Source: an optimization exercise on an open RTL-to-GDS flow (aim: small area, a short achievable clock period and few clock cycles). Production flows keep margins and buffers that such runs may drop.
No activity file was given, so power comes from the tool's default toggle rates.

job 101:
Design sm1_codec, start of the top module:
module sm1_codec (
    input  wire        clk,
    input  wire        rst,           
    input  wire        cmd_valid,
    output wire        cmd_ready,
    input  wire [31:0] cmd_data,
    input  wire        cmd_last,
    input  wire [31:0] ts_in,         
    output wire        rsp_valid,
    input  wire        rsp_ready,
    output wire [31:0] rsp_data,
    output wire        rsp_last
);
==> flow/config.mk <==
export PLATFORM = sky130hd
export DESIGN_NAME = sm1_codec
export DESIGN_NICKNAME = sm1_codec
export VERILOG_FILES = /design/flow/design.v
export SDC_FILE = /design/flow/constraint.sdc
export NUM_CORES = 4
export LEC_CHECK = 0
export CAP_MARGIN = 20
export CORE_MARGIN = 2
export CORE_UTILIZATION = 40
export SLEW_MARGIN = 20
==> flow/constraint.sdc <==
create_clock -name core_clock -period 10.0 [get_ports {clk}]
set_input_delay 2.0000 -clock core_clock [delete_from_list [all_inputs] [get_ports {clk}]]
set_output_delay 2.0000 -clock core_clock [all_outputs]
set_load 0.01 [all_outputs]
standard.sh (not shown) runs the stock make flow with config.mk's settings and CLKGATE_MAP_FILE= SYNTH_SCRIPT=/design/flow/synth_recipe.tcl, a recipe that flattens the netlist after the stock synthesis.
==> flow/flow/run.sh <==
#!/bin/bash
set -euo pipefail
bash standard.sh SETUP_SLACK_MARGIN=7 finish > standard.log 2>&1
Relative to job 101, the following input files were edited for job 102:
==> flow/flow/run.sh <==
#!/bin/bash
set -euo pipefail
bash standard.sh SETUP_SLACK_MARGIN=6 finish > standard.log 2>&1
Results
Summary — power share of the sequential group, job 102 relative to job 101: higher, by 2.0 points.
In job 102 the wire length on met3 turned out 5.5% higher than in job 101.
Between job 102 and job 101, it is job 102 whose end-of-flow core utilization is lower, by 5.4 points.
Relative to job 101, signal arrival time at the worst endpoint has increased by 0.32 ns in job 102.
Taking job 101 as the reference, in job 102 required time of the critical path barely changed; number of clock-tree buffers in the layout climbed 6; count of buffer and inverter cells on the critical path dropped 4.
Job 101 -> job 102: clock skew flat
No run of this note included a check of the RTL's function; only the layout flow was run.

========
Another version of the RTL of sm1_codec (not shown whole).
For scale: ~690 flip-flops, roughly 100 I/O pins, roughly 0.037 sq mm of cells after synthesis.
Settings: LEC_CHECK=0, CAP_MARGIN=20, CORE_MARGIN=2, CORE_UTILIZATION=60, SETUP_SLACK_MARGIN=5, SLEW_MARGIN=20; clock period 10.0 ns.
run.sh (not shown) runs the stock make flow with config.mk's settings and CLKGATE_MAP_FILE= SYNTH_SCRIPT=/design/flow/synth_recipe.tcl, a recipe that flattens the netlist after the stock synthesis.
Stock flow here: none of the scripts above is used.
Edit:
- CORE_UTILIZATION: 60 -> 40
The changed run completed with no timing, DRC or antenna violations.
Critical path depth goes up by 1.
Final cell count goes up by 8.0%.
Global-route usage goes down by 18 points.
Synthesized area is unchanged.
Setup slack gets better by 0.11 ns.
Total power goes down by 1.2%.
Non-clock buffer count goes down by 6.
Worst hold slack gets worse by 0.0067 ns.
Cell area goes up by 1.1%.
Function was not checked in any run of this note: the RTL went through the layout flow alone.

========
== delta ==
sm1_codec, a different RTL version from the one above (not shown whole).
Size: ~690 flip-flops, about 100 I/O pins, ~37,000 µm² of cells after synthesis.
// sm1_codec
module sm1_codec (
    input  wire        clk,
    input  wire        rst,           
    input  wire        cmd_valid,
    output wire        cmd_ready,
    input  wire [31:0] cmd_data,
    input  wire        cmd_last,
    input  wire [31:0] ts_in,         
    output wire        rsp_valid,
    input  wire        rsp_ready,
    output wire [31:0] rsp_data,
    output wire        rsp_last
);
clock: 10.0 ns
lec_check: 0
cap_margin: 20
core_margin: 2
core_utilization: 40
setup_slack_margin: 5
slew_margin: 20
delta went all the way through the flow, and no timing, DRC or antenna check failed.
Relative to delta, the following input files were edited for ember:
Settings: clearing SETUP_SLACK_MARGIN, which used to be 5.
==> flow/flow/run.sh (new file) <==
#!/bin/bash
set -euo pipefail
bash standard.sh SETUP_SLACK_MARGIN=6 finish > standard.log 2>&1
==> flow/standard.sh (new file) <==
#!/bin/bash
# synth_recipe.tcl (not shown) runs the flow's synth.tcl, then flattens the netlist and writes it again
# the make line also repeats each setting of config.mk as NAME=value (left out here)
make -C /OpenROAD-flow-scripts/flow DESIGN_CONFIG=/design/flow/config.mk WORK_HOME=/design/flow/orfs CLKGATE_MAP_FILE= SYNTH_SCRIPT=/design/flow/synth_recipe.tcl "${@:-finish}"
removed: flow/run.sh
## What came out
Result for delta and ember: all clean
ember: highest ir drop seen on vdd about 7% below delta
Comparing delta and ember, the lower combinational share of power was measured on delta.
ember vs. delta: mean number of vias per cell stayed essentially flat, total number of vias level, detailed route wirelength on metal3 now larger, count of clock-buffer cells in the layout increased by 10 relative to the old numbers, highest achievable clock rate rose 44 MHz.
Final worst-path cycle share (lower): ember
Met1 capacity usage during global routing: ember vs delta — no meaningful difference
Re worst slew margin relative to its limit: ember is 9.8 points down on delta.
Setup slack: ember vs delta up 860 ps
No run of this note included a check of the RTL's function; only the layout flow was run.

## afterwards: timing with drivers on the ports
The results above use ideal ports. As a check the final layouts listed here were re-extracted and re-timed, cells and wires unchanged.
Step 1, drivers: a clkbuf_16 drives clk and a buf_2 each remaining input, both assumed.
Step 2 also shifts input and output timing later by t, the mid clock arrival at the registers, as if the neighbouring blocks saw the same clock.
Slacks: ideal ports / drivers / drivers and shift; pairs: ideal ports / drivers.
run	t, ns	slack for setup (ns)	worst slew at a driven data input, ns	pins driven straight from the clock port
job 101	0.728	6.416 / 6.416 / 6.377	0.04	1
job 102	0.736	6.075 / 6.075 / 5.636	0.07	1
the first run of note 2	0.707	5.160 / 5.160 / 5.160	0.06	1
the second run of note 2	0.724	5.273 / 5.273 / 5.273	0.09	1
delta	0.744	5.128 / 5.128 / 5.128	0.06	1
ember	0.736	5.989 / 5.989 / 5.589	0.07	1
After both steps every run listed still meets setup and hold. The setup slack of job 102, which loses most, moves by 0.000 ns with the drivers and by -0.439 ns with both steps.
